What follows belongs to an exercise in optimizing a design on an open flow for small area, a short achievable clock period and few clock cycles per item; a production flow would make more cautious choices.
RTL that was checked went through simulation tests only; none was proved equivalent to the original.
Power and IR drop assume default switching activity.

==> inputs of try-willow <==
==> flow/design.v <==
module rle_enc (
    input  wire         clk,
    input  wire         rst,
    input  wire         in_valid,
    output wire         in_ready,
    input  wire [7:0]   in_data,
    input  wire         in_last,
    input  wire [5:0]   unit_size,
    output wire         out_valid,
    input  wire         out_ready,
    output wire [9:0]   out_count,
    output wire [5:0]   out_len,
    output wire [255:0] out_unit,
    output wire         out_last
);
    localparam CHUNK = 1000;
    localparam [9:0] LF_0   = 10'd1;       
    localparam [9:0] LF_998 = 10'd1003;    
    reg  [7:0]   cur [0:31];
    reg  [3:0]   ph;             
    reg  [7:0]   pl;             
    reg          ns;             
    reg          full_r;         
    reg  [9:0]   chunk_pos;      
    reg          cl;             
    reg          m;              
    reg  [9:0]   cnt;            
    reg          rs;             
    reg  [7:0]   exp_r;          
    reg  [7:0]   in_r;
    reg  [4:0]   p_r;
    reg          v_r;
    reg          wr;             
    reg          fin_r;          
    reg          last_r;         
    reg          o_valid;
    reg          rdy;            
    reg  [5:0]   o_len;
    reg          o_last;
    assign in_ready  = rdy;
    assign out_valid = o_valid;
    assign out_count = cnt;
    assign out_len   = o_len;
    assign out_last  = o_last;
    genvar g;
    generate
        for (g = 0; g < 32; g = g + 1) begin : g_unit
            assign out_unit[8*g +: 8] = cur[g];
        end
    endgenerate
    wire       u1     = (unit_size == 6'd1);
    wire       accept = in_valid && !o_valid;
    wire       eq     = (in_data == exp_r);
    wire       full   = ns ? u1 : full_r;
    wire       ce     = cl || in_last;
    wire       s_end  = full || ce;
    wire       close  = m && (!eq || (ce && !full));
    wire       a_set  = accept && close;     
    wire       b_set  = wr && fin_r;         
    wire       o_set  = a_set || b_set;
    wire [9:0] base   = rs ? 10'd1 : cnt;
    wire       o_nxt  = o_set || (o_valid && !out_ready);
    wire       v_nxt  = accept || (v_r && !wr);
    wire       pos0   = ph[0] && pl[0];
    wire [4:0] pos    = {ph[2] | ph[3], ph[1] | ph[3],
                         pl[4] | pl[5] | pl[6] | pl[7],
                         pl[2] | pl[3] | pl[6] | pl[7],
                         pl[1] | pl[3] | pl[5] | pl[7]};
    reg  [7:0]  cur_a;
    integer k, j;
    always @(*) begin
        cur_a = 8'd0;
        for (k = 0; k < 31; k = k + 1)
            cur_a = cur_a | (cur[k + 1] & {8{ph[k / 8] & pl[k % 8]}});
    end
    wire [7:0] exp_a  = (pos0 && p_r == 5'd1) ? in_r : cur_a;
    wire [7:0] exp_0  = pos0 ? in_data :
                        (p_r == 5'd0) ? in_r : cur[0];
    always @(posedge clk) begin
        for (j = 0; j < 32; j = j + 1)
            if (wr && p_r == j)
                cur[j] <= in_r;
        if (!o_valid) begin
            in_r   <= in_data;
            p_r    <= pos;
            fin_r  <= ce;
            last_r <= in_last;
        end
        if (accept) begin
            exp_r  <= s_end ? exp_0 : exp_a;
            full_r <= s_end ? u1 : ({1'b0, pos} + 6'd2 == unit_size);
        end
        if (o_set)
            cnt <= base;
        else if (accept && s_end)
            cnt <= m ? base + 10'd1 : 10'd1;
        if (accept && s_end)
            rs <= o_set;
        else if (o_set)
            rs <= 1'b0;
        if (!o_valid) begin
            o_len   <= (v_r && fin_r) ? {1'b0, p_r} + 6'd1 : unit_size;
            o_last  <= v_r && fin_r && last_r;
        end
    end
    always @(posedge clk) begin
        if (rst) begin
            ph        <= 4'd1;
            pl        <= 8'd1;
            wr        <= 1'b0;
            ns        <= 1'b1;
            chunk_pos <= LF_0;
            cl        <= 1'b0;
            m         <= 1'b0;
            v_r       <= 1'b0;
            o_valid   <= 1'b0;
            rdy       <= 1'b1;
        end else begin
            o_valid <= o_nxt;
            rdy     <= !o_nxt;
            v_r     <= v_nxt;
            wr      <= v_nxt && !o_nxt;
            if (accept) begin
                if (s_end) begin
                    ph <= 4'd1;
                    pl <= 8'd1;
                end else begin
                    pl <= {pl[6:0], pl[7]};
                    if (pl[7])
                        ph <= {ph[2:0], ph[3]};
                end
                ns        <= in_last;
                chunk_pos <= ce ? LF_0 :
                             {chunk_pos[8:0], chunk_pos[9] ^ chunk_pos[6]};
                cl        <= !ce && (chunk_pos == LF_998);
                if (s_end)
                    m <= !ce;
                else if (close)
                    m <= 1'b0;
            end
        end
    end
endmodule
==> flow/flow/run.sh <==
#!/bin/bash
# Standard ORFS layout (the standard.sh), with two changes made through
# config.mk: the ports are buffered by sky130_fd_sc_hd__buf_1 instead of the
# default buffer that buffer_ports picks, and clock tree synthesis runs
# with the arguments in flow/cts_args.txt (larger sink clusters, no dummy
# loads). Each tool's output is in standard.log.
set -euo pipefail
echo 'export BUFFER_PORTS_ARGS = -buffer_cell sky130_fd_sc_hd__buf_1' >> config.mk
if [[ -s flow/cts_args.txt ]]; then
  echo "export CTS_ARGS = $(cat flow/cts_args.txt)" >> config.mk
fi
bash standard.sh > standard.log 2>&1
==> flow/flow/cts_args.txt <==
-sink_clustering_enable -repair_clock_nets -dont_use_dummy_load -sink_clustering_size 16 -sink_clustering_max_diameter 50 -buf_list "sky130_fd_sc_hd__clkbuf_8"
==> flow/standard.sh <==
#!/bin/bash
# synth_recipe.tcl (not shown) runs the flow's synth.tcl, then flattens the netlist and writes it again
# the make line also repeats each setting of config.mk as NAME=value (left out here)
make -C /OpenROAD-flow-scripts/flow DESIGN_CONFIG=/design/flow/config.mk WORK_HOME=/design/flow/orfs CLKGATE_MAP_FILE= SYNTH_SCRIPT=/design/flow/synth_recipe.tcl "${@:-finish}"
==> flow/config.mk <==
export PLATFORM = sky130hd
export DESIGN_NAME = rle_enc
export DESIGN_NICKNAME = rle_enc
export VERILOG_FILES = /design/flow/design.v
export SDC_FILE = /design/flow/constraint.sdc
export NUM_CORES = 4
export LEC_CHECK = 0
export CAP_MARGIN = 0
export CORE_MARGIN = 2
export CORE_UTILIZATION = 50
export SETUP_SLACK_MARGIN = 3.0
export SLEW_MARGIN = 0
export BUFFER_PORTS_ARGS = -buffer_cell sky130_fd_sc_hd__buf_1
export CTS_ARGS = -sink_clustering_enable -repair_clock_nets -dont_use_dummy_load -sink_clustering_size 16 -sink_clustering_max_diameter 50 -buf_list "sky130_fd_sc_hd__clkbuf_8"
==> flow/constraint.sdc <==
create_clock -name core_clock -period 5.0 [get_ports {clk}]
set_input_delay 1.0000 -clock core_clock [delete_from_list [all_inputs] [get_ports {clk}]]
set_output_delay 1.0000 -clock core_clock [all_outputs]
set_load 0.01 [all_outputs]
==> try-quartz: changes against try-willow <==
==> flow/run.sh (new file) <==
#!/bin/bash
# synth_recipe.tcl (not shown) runs the flow's synth.tcl, then flattens the netlist and writes it again
# the make line also repeats each setting of config.mk as NAME=value (left out here)
make -C /OpenROAD-flow-scripts/flow DESIGN_CONFIG=/design/flow/config.mk WORK_HOME=/design/flow/orfs CLKGATE_MAP_FILE= SYNTH_SCRIPT=/design/flow/synth_recipe.tcl finish
Settings changed: BUFFER_PORTS_ARGS -buffer_cell sky130_fd_sc_hd__buf_1 to default, CTS_ARGS -sink_clustering_enable -repair_clock_nets -dont_use_dummy_load -sink_clustering_size 16 -sink_clustering_max_diameter 50 -buf_list "sky130_fd_sc_hd__clkbuf_8" to default, CTS_BUF_LIST from default to sky130_fd_sc_hd__clkbuf_8, CTS_CLUSTER_DIAMETER from default to 50, CTS_CLUSTER_SIZE from default to 16, SETUP_SLACK_MARGIN 3.0 to 2.8.
removed: flow/flow/run.sh
removed: flow/flow/cts_args.txt
removed: flow/standard.sh
==> try-indigo: changes against try-willow <==
==> flow/design.v, changed modules only <==
module rle_enc (
    input  wire         clk,
    input  wire         rst,
    input  wire         in_valid,
    output wire         in_ready,
    input  wire [7:0]   in_data,
    input  wire         in_last,
    input  wire [5:0]   unit_size,
    output wire         out_valid,
    input  wire         out_ready,
    output wire [9:0]   out_count,
    output wire [5:0]   out_len,
    output wire [255:0] out_unit,
    output wire         out_last
);
    localparam CHUNK = 1000;
    reg  [7:0]   cur [0:31];
    reg  [4:0]   pos;            
    reg  [9:0]   chunk_pos;      
    reg          cl;             
    reg          m;              
    reg  [9:0]   cnt;            
    reg  [7:0]   exp_r;          
    reg  [7:0]   in_r;
    reg  [4:0]   p_r;
    reg          v_r;
    reg          fin_r;          
    reg          last_r;         
    reg          o_valid;
    reg  [9:0]   o_count;
    reg  [5:0]   o_len;
    reg          o_last;
    assign in_ready  = !o_valid;
    assign out_valid = o_valid;
    assign out_count = o_count;
    assign out_len   = o_len;
    assign out_last  = o_last;
    genvar g;
    generate
        for (g = 0; g < 32; g = g + 1) begin : g_unit
            assign out_unit[8*g +: 8] = cur[g];
        end
    endgenerate
    wire       accept = in_valid && !o_valid;
    wire       eq     = (in_data == exp_r);
    wire       full   = ({1'b0, pos} + 6'd1 == unit_size);
    wire       ce     = cl || in_last;
    wire       s_end  = full || ce;
    wire       close  = m && (!eq || (ce && !full));
    wire       wr     = v_r && !o_valid;
    wire [4:0] pos1   = pos + 5'd1;
    wire [7:0] exp_a  = (p_r == pos1) ? in_r : cur[pos1];
    wire [7:0] exp_0  = (pos == 5'd0) ? in_data :
                        (p_r == 5'd0) ? in_r : cur[0];
    always @(posedge clk) begin
        if (wr)
            cur[p_r] <= in_r;
        if (accept) begin
            in_r   <= in_data;
            p_r    <= pos;
            fin_r  <= ce;
            last_r <= in_last;
            exp_r  <= s_end ? exp_0 : exp_a;
            if (s_end)
                cnt <= (m && !close) ? cnt + 10'd1 : 10'd1;
        end
        if (!o_valid) begin
            o_count <= cnt;
            o_len   <= (v_r && fin_r) ? {1'b0, p_r} + 6'd1 : unit_size;
            o_last  <= v_r && fin_r && last_r;
        end
    end
    always @(posedge clk) begin
        if (rst) begin
            pos       <= 5'd0;
            chunk_pos <= 10'd0;
            cl        <= 1'b0;
            m         <= 1'b0;
            v_r       <= 1'b0;
            o_valid   <= 1'b0;
        end else begin
            if (o_valid && out_ready)
                o_valid <= 1'b0;
            if (wr)
                v_r <= 1'b0;
            if ((accept && close) || (wr && fin_r))
                o_valid <= 1'b1;
            if (accept) begin
                v_r       <= 1'b1;
                pos       <= s_end ? 5'd0 : pos1;
                chunk_pos <= ce ? 10'd0 : chunk_pos + 10'd1;
                cl        <= !ce && (chunk_pos == CHUNK - 2);
                if (s_end)
                    m <= !ce;
                else if (close)
                    m <= 1'b0;
            end
        end
    end
endmodule
==> flow/run.sh (new file) <==
#!/bin/bash
# synth_recipe.tcl (not shown) runs the flow's synth.tcl, then flattens the netlist and writes it again
# the make line also repeats each setting of config.mk as NAME=value (left out here)
make -C /OpenROAD-flow-scripts/flow DESIGN_CONFIG=/design/flow/config.mk WORK_HOME=/design/flow/orfs CLKGATE_MAP_FILE= SYNTH_SCRIPT=/design/flow/synth_recipe.tcl finish
Settings changed: BUFFER_PORTS_ARGS -buffer_cell sky130_fd_sc_hd__buf_1 to default, CAP_MARGIN 0 to 20, CORE_UTILIZATION 50 to 40, CTS_ARGS -sink_clustering_enable -repair_clock_nets -dont_use_dummy_load -sink_clustering_size 16 -sink_clustering_max_diameter 50 -buf_list "sky130_fd_sc_hd__clkbuf_8" to default, SETUP_SLACK_MARGIN 3.0 to default, SLEW_MARGIN 0 to 20.
removed: flow/flow/run.sh
removed: flow/flow/cts_args.txt
removed: flow/standard.sh
==> results.cfg <==
[status]
outcome = no timing/DRC/antenna violations

[setup_path]
worst-path-stages = 8

[drt]
first_iter_violations = 1525

[global_route]
grt_use_met2_pct = 55.22

[layout]
clockBufferCount = 34
The numbers above come from try-willow.

==> results.cfg <==
[pwr]
p_total_mw = 5.808
seq_cell_power_mw = 3.06

[drt]
first_iter_violations = 748
met3RoutedLength_um = 3612

[status]
outcome = no timing/DRC/antenna violations

[setup_path]
critical_path_buf_inv_count = 3

[layout]
clockBufferCount = 45

[place]
place_area_um2 = 16870

[global_route]
grt_use_met2_pct = 37.29
The numbers above come from try-indigo.

==> results.cfg <==
[layout]
clockBufferCount = 31

[global_route]
grt_use_met2_pct = 56.45

[setup_path]
crit_path_end_kind = output port
worst-path-stages = 1

[status]
outcome = no timing/DRC/antenna violations

[drt]
first_iter_violations = 1328
The numbers above come from try-quartz.

Testbench counts of try-willow, summed over its fixed seeds: cycles 186,589, bytes 184,078.
Testbench counts of try-quartz, summed over its fixed seeds: cycles 186,589, bytes 184,078.
No functional check of the RTL was part of try-indigo.

========
==> zinc: inputs <==
Starts from the design.v that is shown in full above.
Settings: LEC_CHECK=0, CAP_MARGIN=0, CORE_MARGIN=2, CORE_UTILIZATION=50, SETUP_SLACK_MARGIN=2.8, SLEW_MARGIN=0, BUFFER_PORTS_ARGS=-buffer_cell sky130_fd_sc_hd__buf_1, CTS_ARGS=-sink_clustering_enable -repair_clock_nets -dont_use_dummy_load -sink_clustering_size 16 -sink_clustering_max_diameter 50 -buf_list "sky130_fd_sc_hd__clkbuf_8" -sink_clustering_levels 1; clock period 5.0 ns.
standard.sh (not shown) runs the stock make flow with config.mk's settings and CLKGATE_MAP_FILE= SYNTH_SCRIPT=/design/flow/synth_recipe.tcl, a recipe that flattens the netlist after the stock synthesis.
==> flow/flow/run.sh <==
#!/bin/bash
# Standard ORFS layout (the standard.sh), with two changes made through
# config.mk: the ports are buffered by sky130_fd_sc_hd__buf_1 instead of the
# default buffer that buffer_ports picks, and clock tree synthesis runs
# with the arguments in flow/cts_args.txt (larger sink clusters, no dummy
# loads). Each tool's output is in standard.log.
set -euo pipefail
echo 'export BUFFER_PORTS_ARGS = -buffer_cell sky130_fd_sc_hd__buf_1' >> config.mk
if [[ -s flow/cts_args.txt ]]; then
  echo "export CTS_ARGS = $(cat flow/cts_args.txt)" >> config.mk
fi
bash standard.sh > standard.log 2>&1
==> flow/flow/cts_args.txt <==
-sink_clustering_enable -repair_clock_nets -dont_use_dummy_load -sink_clustering_size 16 -sink_clustering_max_diameter 50 -buf_list "sky130_fd_sc_hd__clkbuf_8" -sink_clustering_levels 1
==> inputs of violet, as changes to zinc <==
--- a/flow/design.v
+++ b/flow/design.v
@@ -14,8 +14,6 @@
     output wire         out_last
 );
     localparam CHUNK = 1000;
-    localparam [9:0] LF_0   = 10'd1;       
-    localparam [9:0] LF_998 = 10'd1003;    
     reg  [7:0]   cur [0:31];
     reg  [3:0]   ph;             
     reg  [7:0]   pl;             
@@ -109,7 +107,7 @@
             pl        <= 8'd1;
             wr        <= 1'b0;
             ns        <= 1'b1;
-            chunk_pos <= LF_0;
+            chunk_pos <= 10'd0;
             cl        <= 1'b0;
             m         <= 1'b0;
             v_r       <= 1'b0;
@@ -130,9 +128,8 @@
                         ph <= {ph[2:0], ph[3]};
                 end
                 ns        <= in_last;
-                chunk_pos <= ce ? LF_0 :
-                             {chunk_pos[8:0], chunk_pos[9] ^ chunk_pos[6]};
-                cl        <= !ce && (chunk_pos == LF_998);
+                chunk_pos <= ce ? 10'd0 : chunk_pos + 10'd1;
+                cl        <= !ce && (chunk_pos == CHUNK - 2);
                 if (s_end)
                     m <= !ce;
                 else if (close)
==> flow/flow/cts_args.txt (replaced) <==
-sink_clustering_enable -repair_clock_nets -dont_use_dummy_load -sink_clustering_size 16 -sink_clustering_max_diameter 50 -buf_list "sky130_fd_sc_hd__clkbuf_8"
- CAP_MARGIN: 0 -> 20
- CORE_UTILIZATION: 50 -> 70
- CTS_ARGS: -sink_clustering_enable -repair_clock_nets -dont_use_dummy_load -sink_clustering_size 16 -sink_clustering_max_diameter 50 -buf_list "sky130_fd_sc_hd__clkbuf_8" -sink_clustering_levels 1 -> -sink_clustering_enable -repair_clock_nets -dont_use_dummy_load -sink_clustering_size 16 -sink_clustering_max_diameter 50 -buf_list "sky130_fd_sc_hd__clkbuf_8"
- SLEW_MARGIN: 0 -> 20
==> inputs of garnet, as changes to zinc <==
==> flow/design.v (replaced) <==
module rle_enc (
    input  wire         clk,
    input  wire         rst,
    input  wire         in_valid,
    output wire         in_ready,
    input  wire [7:0]   in_data,
    input  wire         in_last,
    input  wire [5:0]   unit_size,
    output wire         out_valid,
    input  wire         out_ready,
    output wire [9:0]   out_count,
    output wire [5:0]   out_len,
    output wire [255:0] out_unit,
    output wire         out_last
);
    localparam CHUNK = 1000;
    reg  [7:0]   cur [0:31];
    reg  [4:0]   pos;            
    reg          ns;             
    reg          full_r;         
    reg  [9:0]   chunk_pos;      
    reg          cl;             
    reg          m;              
    reg  [9:0]   cnt;            
    reg  [7:0]   exp_r;          
    reg  [7:0]   in_r;
    reg  [4:0]   p_r;
    reg          v_r;
    reg          fin_r;          
    reg          last_r;         
    reg          o_valid;
    reg          rdy;            
    reg  [9:0]   o_count;
    reg  [5:0]   o_len;
    reg          o_last;
    assign in_ready  = rdy;
    assign out_valid = o_valid;
    assign out_count = o_count;
    assign out_len   = o_len;
    assign out_last  = o_last;
    genvar g;
    generate
        for (g = 0; g < 32; g = g + 1) begin : g_unit
            assign out_unit[8*g +: 8] = cur[g];
        end
    endgenerate
    wire       u1     = (unit_size == 6'd1);
    wire       accept = in_valid && !o_valid;
    wire       eq     = (in_data == exp_r);
    wire       full   = ns ? u1 : full_r;
    wire       ce     = cl || in_last;
    wire       s_end  = full || ce;
    wire       close  = m && (!eq || (ce && !full));
    wire       wr     = v_r && !o_valid;
    wire       o_set  = (accept && close) || (wr && fin_r);
    wire       o_nxt  = o_set || (o_valid && !out_ready);
    wire [31:0] pdec = 32'd1 << pos;
    reg  [7:0]  cur_a;
    integer k;
    always @(*) begin
        cur_a = 8'd0;
        for (k = 0; k < 31; k = k + 1)
            cur_a = cur_a | (cur[k + 1] & {8{pdec[k]}});
    end
    wire [7:0] exp_a  = (pos == 5'd0 && p_r == 5'd1) ? in_r : cur_a;
    wire [7:0] exp_0  = (pos == 5'd0) ? in_data :
                        (p_r == 5'd0) ? in_r : cur[0];
    always @(posedge clk) begin
        if (wr)
            cur[p_r] <= in_r;
        if (!o_valid) begin
            in_r   <= in_data;
            p_r    <= pos;
            fin_r  <= ce;
            last_r <= in_last;
        end
        if (accept) begin
            exp_r  <= s_end ? exp_0 : exp_a;
            full_r <= s_end ? u1 : ({1'b0, pos} + 6'd2 == unit_size);
            if (s_end)
                cnt <= (m && !close) ? cnt + 10'd1 : 10'd1;
        end
        if (!o_valid) begin
            o_count <= cnt;
            o_len   <= (v_r && fin_r) ? {1'b0, p_r} + 6'd1 : unit_size;
            o_last  <= v_r && fin_r && last_r;
        end
    end
    always @(posedge clk) begin
        if (rst) begin
            pos       <= 5'd0;
            ns        <= 1'b1;
            chunk_pos <= 10'd0;
            cl        <= 1'b0;
            m         <= 1'b0;
            v_r       <= 1'b0;
            o_valid   <= 1'b0;
            rdy       <= 1'b1;
        end else begin
            o_valid <= o_nxt;
            rdy     <= !o_nxt;
            if (wr)
                v_r <= 1'b0;
            if (accept) begin
                v_r       <= 1'b1;
                pos       <= s_end ? 5'd0 : pos + 5'd1;
                ns        <= in_last;
                chunk_pos <= ce ? 10'd0 : chunk_pos + 10'd1;
                cl        <= !ce && (chunk_pos == CHUNK - 2);
                if (s_end)
                    m <= !ce;
                else if (close)
                    m <= 1'b0;
            end
        end
    end
endmodule
==> flow/flow/run.sh (replaced) <==
#!/bin/bash
# Standard ORFS layout, with the ports buffered by sky130_fd_sc_hd__buf_1
# instead of the default buffer that buffer_ports picks.
set -euo pipefail
echo 'export BUFFER_PORTS_ARGS = -buffer_cell sky130_fd_sc_hd__buf_1' >> config.mk
bash standard.sh > standard.log 2>&1
- ABC_CLOCK_PERIOD_IN_PS: default -> 2500
- CAP_MARGIN: 0 -> 20
- CORE_UTILIZATION: 50 -> 40
- CTS_ARGS: -sink_clustering_enable -repair_clock_nets -dont_use_dummy_load -sink_clustering_size 16 -sink_clustering_max_diameter 50 -buf_list "sky130_fd_sc_hd__clkbuf_8" -sink_clustering_levels 1 -> default
- CTS_BUF_LIST: default -> sky130_fd_sc_hd__clkbuf_4 sky130_fd_sc_hd__clkbuf_8
- SETUP_SLACK_MARGIN: 2.8 -> 2.2
- SLEW_MARGIN: 0 -> 20
removed: flow/flow/cts_args.txt
==> notes <==
zinc went through all stages and came out clean. violet produced a clean layout. garnet ran to the end with no violations.
Die area, highest first: garnet, zinc, violet.
Maximum frequency: garnet < violet < zinc.
Sequential power: violet is higher than garnet (about 2%).
Count of clock-buffer cells in the layout: violet is lower than garnet (47).
First-iteration DRC count: violet is larger than garnet (about 8%).
The highest critical path depth belongs to garnet, the lowest to zinc.
Hold slack, lowest first: garnet, zinc, violet.
In total power, violet and zinc hardly differ.
Register-to-register slack: zinc is higher than garnet (0.55 ns).
Sequential share of layout area: zinc > violet > garnet.
Testbench counts of zinc, summed over its fixed seeds: cycles 186,589, bytes 184,078.
Testbench counts of violet, summed over its fixed seeds: cycles 186,589, bytes 184,078.
Function not checked in garnet: the RTL went through the layout flow alone.

afterwards: timing with drivers on the ports:
No port has a modelled driver above. Below, the same layouts with a new extraction and two added sets of constraints.
Step 1, drivers: a clkbuf_16 drives clk and a buf_2 each remaining input, both assumed.
Step 2, shift: input delay + t, output delay - t, t = (earliest + latest rising clock arrival at the registers) / 2. This alone moves slack from input paths to output paths.
Three values: no drivers, after step 1, after step 2; two values: the first two.
| run | t (ns) | setup slack, ns | clock arrival spread, ns | slew at the worst register clock pin (ns) |
|---|---|---|---|---|
| try-willow | 0.583 | 2.721 / 2.724 / 2.141 | 0.037 / 0.037 | 0.10 / 0.10 |
| try-quartz | 0.657 | 2.723 / 2.674 / 2.227 | 0.018 / 0.019 | 0.10 / 0.10 |
| try-indigo | 0.565 | 1.301 / 1.301 / 1.219 | 0.026 / 0.025 | 0.07 / 0.07 |
| zinc | 0.576 | 2.784 / 2.736 / 2.259 | 0.054 / 0.054 | 0.10 / 0.10 |
| violet | 0.622 | 2.635 / 2.635 / 2.150 | 0.065 / 0.064 | 0.10 / 0.10 |
| garnet | 0.627 | 2.260 / 2.260 / 1.818 | 0.058 / 0.057 | 0.07 / 0.07 |
After both steps every run listed still meets setup and hold. For try-willow, which loses most, drivers alone change the setup slack by +0.003 ns; drivers and shift together by -0.580 ns.
